Source: an optimization exercise on an open RTL-to-GDS flow (aim: small area, a short achievable clock period and few clock cycles). Production flows keep margins and buffers that such runs may drop.
The RTL was checked by simulation tests, not by an equivalence proof against the original design.
Power is estimated from default activity; no workload was simulated.

==> inputs of build 61 <==
==> flow/design.v <==
module t1_crc16_byte (
    input  wire [15:0] crc_in,
    input  wire [7:0]  data,
    output reg  [15:0] crc_out
);
    integer i;
    always @* begin
        crc_out = crc_in ^ {8'h00, data};
        for (i = 0; i < 8; i = i + 1) begin
            if (crc_out[0])
                crc_out = (crc_out >> 1) ^ 16'h8408;
            else
                crc_out = crc_out >> 1;
        end
    end
endmodule
module t1_check_pcb (
    input  wire [7:0] pcb,
    input  wire       ns_slave,
    input  wire       ns_master,
    input  wire       orig_chained,
    input  wire [7:0] last_tx_pcb,
    output reg  [2:0] code
);
    wire is_i = !pcb[7];
    wire is_r = pcb[7] && !pcb[6];
    wire rsv_ok = is_i ? (pcb[4:0] == 5'd0) :
                  is_r ? (pcb[6:5] == 2'd0 && pcb[3:2] == 2'd0) :
                         !pcb[4];
    wire seq_ok = is_i ? (pcb[6] == ns_slave) :
                  is_r ? (orig_chained || (pcb[4] == ns_master)) :
                         1'b1;
    wire sent_s_req = (last_tx_pcb[7:6] == 2'b11) && !last_tx_pcb[5];
    wire match_ok   = !sent_s_req || (pcb == (last_tx_pcb | 8'h20));
    always @* begin
        if (!rsv_ok)        code = 3'd2;
        else if (!seq_ok)   code = 3'd4;
        else if (!match_ok) code = 3'd5;
        else                code = 3'd0;
    end
endmodule
module t1_check_len (
    input  wire [7:0] pcb,
    input  wire [7:0] len,
    output reg        len_ok
);
    always @* begin
        if (len == 8'd255)
            len_ok = 1'b0;
        else if (!pcb[7])
            len_ok = 1'b1;                  
        else if (!pcb[6])
            len_ok = (len == 8'd0);
        else begin
            case (pcb[3:0])
                4'h1, 4'h3: len_ok = (len == 8'd1);
                4'h0, 4'h2: len_ok = (len == 8'd0);
                4'hF:       len_ok = 1'b1;
                default:    len_ok = 1'b0;
            endcase
        end
    end
endmodule
module t1_tx_framer (
    input  wire       clk,
    input  wire       rst,
    input  wire       in_valid,
    output wire       in_ready,
    input  wire [7:0] in_data,
    input  wire       in_crc,
    output reg        out_valid,
    input  wire       out_ready,
    output reg  [7:0] out_data,
    output reg        out_last
);
    localparam S_NAD  = 3'd0;
    localparam S_PCB  = 3'd1;
    localparam S_LEN  = 3'd2;
    localparam S_DATA = 3'd3;
    localparam S_CK0  = 3'd4;
    localparam S_CK1  = 3'd5;
    reg  [2:0]  state;
    reg         use_crc;
    reg  [7:0]  remaining;
    reg  [15:0] acc;
    reg         pend;
    reg  [7:0]  k;
    reg         k_crc;
    reg         k_empty;
    assign in_ready = k_empty;
    wire in_fire  = in_valid && k_empty;
    wire out_free = !out_valid || out_ready;
    wire hdr      = !state[2];                
    wire [7:0] b    = k_empty ? in_data : k;
    wire       bcrc = k_empty ? in_crc  : k_crc;
    wire load_b   = hdr && out_free && (in_fire || !k_empty);
    wire load_ck  = !hdr && out_free;
    wire [15:0] crc_next;
    t1_crc16_byte u_crc (.crc_in(acc), .data(out_data), .crc_out(crc_next));
    wire [15:0] acc_eff = !pend   ? acc :
                          use_crc ? crc_next : {acc[15:8], acc[7:0] ^ out_data};
    always @(posedge clk) begin
        if (rst) begin
            state     <= S_NAD;
            out_valid <= 1'b0;
            out_last  <= 1'b0;
            pend      <= 1'b0;
            acc       <= 16'hFFFF;
            k_empty   <= 1'b1;
        end else begin
            acc  <= acc_eff;
            pend <= 1'b0;
            if (out_free)
                out_valid <= 1'b0;
            if (in_fire && !load_b) begin
                k       <= in_data;
                k_crc   <= in_crc;
                k_empty <= 1'b0;
            end
            if (load_b) begin
                k_empty   <= 1'b1;
                out_valid <= 1'b1;
                out_data  <= b;
                out_last  <= 1'b0;
                pend      <= 1'b1;
                case (state)
                    S_NAD: begin
                        use_crc <= bcrc;
                        state   <= S_PCB;
                    end
                    S_PCB: state <= S_LEN;
                    S_LEN: begin
                        remaining <= b;
                        state     <= (b == 8'd0) ? S_CK0 : S_DATA;
                    end
                    default: begin
                        remaining <= remaining - 8'd1;
                        if (remaining == 8'd1)
                            state <= S_CK0;
                    end
                endcase
            end
            if (load_ck) begin
                out_valid <= 1'b1;
                if (state == S_CK0) begin
                    out_data <= ~acc_eff[7:0];
                    out_last <= !use_crc;
                    if (use_crc) begin
                        state <= S_CK1;
                    end else begin
                        state <= S_NAD;
                        acc   <= 16'hFFFF;
                    end
                end else begin
                    out_data <= ~acc_eff[15:8];
                    out_last <= 1'b1;
                    state    <= S_NAD;
                    acc      <= 16'hFFFF;
                end
            end
        end
    end
endmodule
module t1_rx_deframer (
    input  wire        clk,
    input  wire        rst,
    input  wire        in_valid,
    output wire        in_ready,
    input  wire [7:0]  in_data,
    input  wire        in_crc,
    input  wire        ns_slave,
    input  wire        ns_master,
    input  wire        orig_chained,
    input  wire [7:0]  last_tx_pcb,
    output reg         data_valid,
    input  wire        data_ready,
    output wire [7:0]  data_out,
    output reg         stat_valid,
    input  wire        stat_ready,
    output reg  [7:0]  stat_nad,
    output reg  [7:0]  stat_pcb,
    output reg  [7:0]  stat_len,
    output reg  [1:0]  stat_kind,
    output wire [15:0] stat_cksum,
    output reg  [2:0]  stat_code
);
    reg st_nad, st_pcb, st_len, st_data, st_drop, st_ck0, st_ck1;
    reg  [7:0]  h;
    reg         hv;
    reg  [7:0]  s;
    reg         s_empty;
    reg         use_crc;
    reg  [7:0]  remaining;
    reg  [15:0] acc;
    assign in_ready   = s_empty;
    assign data_out   = h;
    assign stat_cksum = acc;
    wire in_fire   = in_valid && s_empty;
    wire stat_free = !stat_valid || stat_ready;
    wire cons = hv && (st_nad ? stat_free : st_data ? data_ready : 1'b1);
    wire last = (st_ck0 && !use_crc) || st_ck1;
    wire data_end = (remaining == 8'd1);
    wire        mode     = st_nad ? in_crc : use_crc;
    wire [15:0] acc_base = acc | {16{st_nad}};
    wire [15:0] crc_next;
    t1_crc16_byte u_crc (.crc_in(acc_base), .data(h), .crc_out(crc_next));
    wire [15:0] acc_next = mode ? crc_next : {acc_base[15:8], acc_base[7:0] ^ h};
    wire [2:0] pcb_code;
    t1_check_pcb u_chk_pcb (
        .pcb         (h),
        .ns_slave    (ns_slave),
        .ns_master   (ns_master),
        .orig_chained(orig_chained),
        .last_tx_pcb (last_tx_pcb),
        .code        (pcb_code)
    );
    wire len_ok;
    t1_check_len u_chk_len (.pcb(stat_pcb), .len(h), .len_ok(len_ok));
    wire ck_match = (h == ~(st_ck0 ? acc[7:0] : acc[15:8]));
    wire hv_next = (cons || !hv) ? (!s_empty || in_fire) : 1'b1;
    always @(posedge clk) begin
        if (rst) begin
            hv         <= 1'b0;
            s_empty    <= 1'b1;
            st_nad     <= 1'b1;
            st_pcb     <= 1'b0;
            st_len     <= 1'b0;
            st_data    <= 1'b0;
            st_drop    <= 1'b0;
            st_ck0     <= 1'b0;
            st_ck1     <= 1'b0;
            stat_valid <= 1'b0;
            data_valid <= 1'b0;
        end else begin
            if (cons || !hv) begin
                if (!s_empty) begin
                    h       <= s;
                    s_empty <= 1'b1;
                end else begin
                    h  <= in_data;
                end
            end else if (in_fire) begin
                s       <= in_data;
                s_empty <= 1'b0;
            end
            hv <= hv_next;
            if (stat_valid && stat_ready)
                stat_valid <= 1'b0;
            if (cons) begin
                st_nad  <= last;
                st_pcb  <= st_nad;
                st_len  <= st_pcb;
                st_data <= (st_len && h != 8'd0) || (st_data && !data_end);
                st_drop <= st_data && data_end && (&stat_len);
                st_ck0  <= (st_len && h == 8'd0) || (st_data && data_end && !(&stat_len)) ||
                           st_drop;
                st_ck1  <= st_ck0 && use_crc;
                if (last)
                    stat_valid <= 1'b1;
            end
            data_valid <= hv_next && (cons ? ((st_len && h != 8'd0) || (st_data && !data_end))
                                           : st_data);
            if (cons && !(st_ck0 || st_ck1))
                acc <= acc_next;
            if (cons && st_nad) begin
                stat_nad <= h;
                use_crc  <= in_crc;
            end
            if (cons && st_pcb) begin
                stat_pcb  <= h;
                stat_kind <= {h[7] & h[6], h[7] & ~h[6]};
                stat_code <= pcb_code;
            end
            if (cons && st_len) begin
                stat_len  <= h;
                remaining <= {h[7:1], h[0] & ~(&h)};
                if (stat_code != 3'd2 && !len_ok)
                    stat_code <= 3'd3;
            end
            if (cons && st_data)
                remaining <= remaining - 8'd1;
            if (cons && st_ck0) begin
                acc[7:0] <= h;
                if (!use_crc)
                    acc[15:8] <= 8'h00;
            end
            if (cons && st_ck1)
                acc[15:8] <= h;
            if (cons && (st_ck0 || st_ck1) && !ck_match)
                stat_code <= 3'd1;
        end
    end
endmodule
module t1_codec (
    input  wire        clk,
    input  wire        rst,
    input  wire        tx_in_valid,
    output wire        tx_in_ready,
    input  wire [7:0]  tx_in_data,
    input  wire        tx_in_crc,
    output wire        tx_out_valid,
    input  wire        tx_out_ready,
    output wire [7:0]  tx_out_data,
    output wire        tx_out_last,
    input  wire        rx_in_valid,
    output wire        rx_in_ready,
    input  wire [7:0]  rx_in_data,
    input  wire        rx_in_crc,
    input  wire        rx_ns_slave,
    input  wire        rx_ns_master,
    input  wire        rx_orig_chained,
    input  wire [7:0]  rx_last_tx_pcb,
    output wire        rx_data_valid,
    input  wire        rx_data_ready,
    output wire [7:0]  rx_data,
    output wire        rx_stat_valid,
    input  wire        rx_stat_ready,
    output wire [7:0]  rx_stat_nad,
    output wire [7:0]  rx_stat_pcb,
    output wire [7:0]  rx_stat_len,
    output wire [1:0]  rx_stat_kind,
    output wire [15:0] rx_stat_cksum,
    output wire [2:0]  rx_stat_code
);
    t1_tx_framer u_tx (
        .clk      (clk),
        .rst      (rst),
        .in_valid (tx_in_valid),
        .in_ready (tx_in_ready),
        .in_data  (tx_in_data),
        .in_crc   (tx_in_crc),
        .out_valid(tx_out_valid),
        .out_ready(tx_out_ready),
        .out_data (tx_out_data),
        .out_last (tx_out_last)
    );
    t1_rx_deframer u_rx (
        .clk         (clk),
        .rst         (rst),
        .in_valid    (rx_in_valid),
        .in_ready    (rx_in_ready),
        .in_data     (rx_in_data),
        .in_crc      (rx_in_crc),
        .ns_slave    (rx_ns_slave),
        .ns_master   (rx_ns_master),
        .orig_chained(rx_orig_chained),
        .last_tx_pcb (rx_last_tx_pcb),
        .data_valid  (rx_data_valid),
        .data_ready  (rx_data_ready),
        .data_out    (rx_data),
        .stat_valid  (rx_stat_valid),
        .stat_ready  (rx_stat_ready),
        .stat_nad    (rx_stat_nad),
        .stat_pcb    (rx_stat_pcb),
        .stat_len    (rx_stat_len),
        .stat_kind   (rx_stat_kind),
        .stat_cksum  (rx_stat_cksum),
        .stat_code   (rx_stat_code)
    );
endmodule
==> flow/flow/run.sh <==
#!/bin/bash
# The standard layout, with plain buffers on the ports and sizing free to
# change a cell's footprint.
set -euo pipefail
cat >> config.mk <<'MK'
export BUFFER_PORTS_ARGS = -buffer_cell sky130_fd_sc_hd__buf_2
MK
bash standard.sh MATCH_CELL_FOOTPRINT=0 finish > standard.log 2>&1
==> flow/standard.sh <==
#!/bin/bash
# synth_recipe.tcl (not shown) runs the flow's synth.tcl, then flattens the netlist and writes it again
# the make line also repeats each setting of config.mk as NAME=value (left out here)
make -C /OpenROAD-flow-scripts/flow DESIGN_CONFIG=/design/flow/config.mk WORK_HOME=/design/flow/orfs CLKGATE_MAP_FILE= SYNTH_SCRIPT=/design/flow/synth_recipe.tcl "${@:-finish}"
==> flow/config.mk <==
export PLATFORM = sky130hd
export DESIGN_NAME = t1_codec
export DESIGN_NICKNAME = t1_codec
export VERILOG_FILES = /design/flow/design.v
export SDC_FILE = /design/flow/constraint.sdc
export NUM_CORES = 4
export LEC_CHECK = 0
export ABC_AREA = 1
export CAP_MARGIN = 20
export CORE_MARGIN = 2
export CORE_UTILIZATION = 40
export SETUP_SLACK_MARGIN = 2.3
export SLEW_MARGIN = 20
export BUFFER_PORTS_ARGS = -buffer_cell sky130_fd_sc_hd__buf_2
==> flow/constraint.sdc <==
create_clock -name core_clock -period 4.0 [get_ports {clk}]
set_input_delay 0.8000 -clock core_clock [delete_from_list [all_inputs] [get_ports {clk}]]
set_output_delay 0.8000 -clock core_clock [all_outputs]
set_load 0.01 [all_outputs]
==> trial 49: changes against build 61 <==
==> flow/run.sh (new file) <==
#!/bin/bash
# synth_recipe.tcl (not shown) runs the flow's synth.tcl, then flattens the netlist and writes it again
# the make line also repeats each setting of config.mk as NAME=value (left out here)
make -C /OpenROAD-flow-scripts/flow DESIGN_CONFIG=/design/flow/config.mk WORK_HOME=/design/flow/orfs CLKGATE_MAP_FILE= SYNTH_SCRIPT=/design/flow/synth_recipe.tcl finish
--- a/flow/config.mk
+++ b/flow/config.mk
@@ -9,6 +9,5 @@
 export CAP_MARGIN = 20
 export CORE_MARGIN = 2
-export CORE_UTILIZATION = 40
-export SETUP_SLACK_MARGIN = 2.3
+export CORE_UTILIZATION = 60
+export SETUP_SLACK_MARGIN = 2.0
 export SLEW_MARGIN = 20
-export BUFFER_PORTS_ARGS = -buffer_cell sky130_fd_sc_hd__buf_2
removed: flow/flow/run.sh
removed: flow/standard.sh
==> qor summary <==
| item | trial 49 | build 61 |
|---|---|---|
| CP arrival | 2.25 ns | 1.15 ns |
| Die Y-Extent | 115.0 um | 139.9 um |
| Crit share post-route | 52.07% | 48.75% |
| Final core area utilization | 81.34% | 59.42% |
| Routed length on met2 | 10.84 mm | 10.44 mm |
| Non-clock buffer contribution to total cell area | 15.10% | 17.84% |
| Transition time at the pin with the least slew margin | 0.6000 ns | 0.5299 ns |
| Post-detailed-route wirelength per cell | 17.82 um | 16.66 um |
| Crit Reg-Reg Endpoint | u_rx.acc[10] | u_rx.acc[1] |
| Peak supply drop | 0.2981 mV | 0.3229 mV |
| Share of final-layout standard cells stronger than drive strength 1 | 15.16% | 37.30% |
| Count of multi-input gates | 676 | 675 |
| Share of cell area taken by multi-input logic gates | 35.55% | 35.75% |
| Run status | no timing/DRC/antenna violations | no timing/DRC/antenna violations |
| Post-CTS setup buffer count | 42 | 101 |
| Crit. path cell count | 11 | 1 |
| Shortest period the worst path allows | 2.083 ns | 1.950 ns |
| Number of clock buffers in the layout | 18 | 17 |
| FF+latch area | 3575 um^2 | 3585 um^2 |
| Top fanout value on the critical path | 5 | 3 |
| Clock skew after layout | 0.009927 ns | 0.01165 ns |
| Wire length of the first global-routing pass | 34.00 mm | 35.33 mm |
| Type of the worst setup path | reg -> reg | reg -> out |
| Part of the total power dissipated in the clock network | 42.9% | 41.8% |
| Design Area, Final | 9771 um^2 | 10,710 um^2 |
| Worst reg2reg startpoint | u_rx.h[3] | u_rx.h[5] |
Testbench counts of build 61, summed over its fixed seeds: cycles 17,575.
Testbench counts of trial 49, summed over its fixed seeds: cycles 17,575.

-- port drivers added, routing unchanged --
No port has a modelled driver above. Below, the same layouts with a new extraction and two added sets of constraints. Step 1: set_driving_cell puts a clkbuf_16 on clk and a buf_2 on each other input, an assumption about the parent block. Step 2 moves the port delays by t, midway between the first and last clock arrival at a register: inputs arrive t later, outputs are due t later. That takes back most of the time a late clock gives input paths. a / b / c = ideal ports / drivers / drivers and shift; a / b = the first two.
run | t (ns) | setup slack, ns | worst data-port slew with drivers (ns) | cell pins on the clock port's net
build 61 | 0.470 | 2.050 / 2.005 / 1.795 | 0.07 | 1
trial 49 | 0.464 | 1.917 / 1.917 / 1.554 | 0.04 | 1
After both steps every run listed still meets setup and hold. The setup slack of trial 49, which loses most, moves by 0.000 ns with the drivers and by -0.363 ns with both steps.
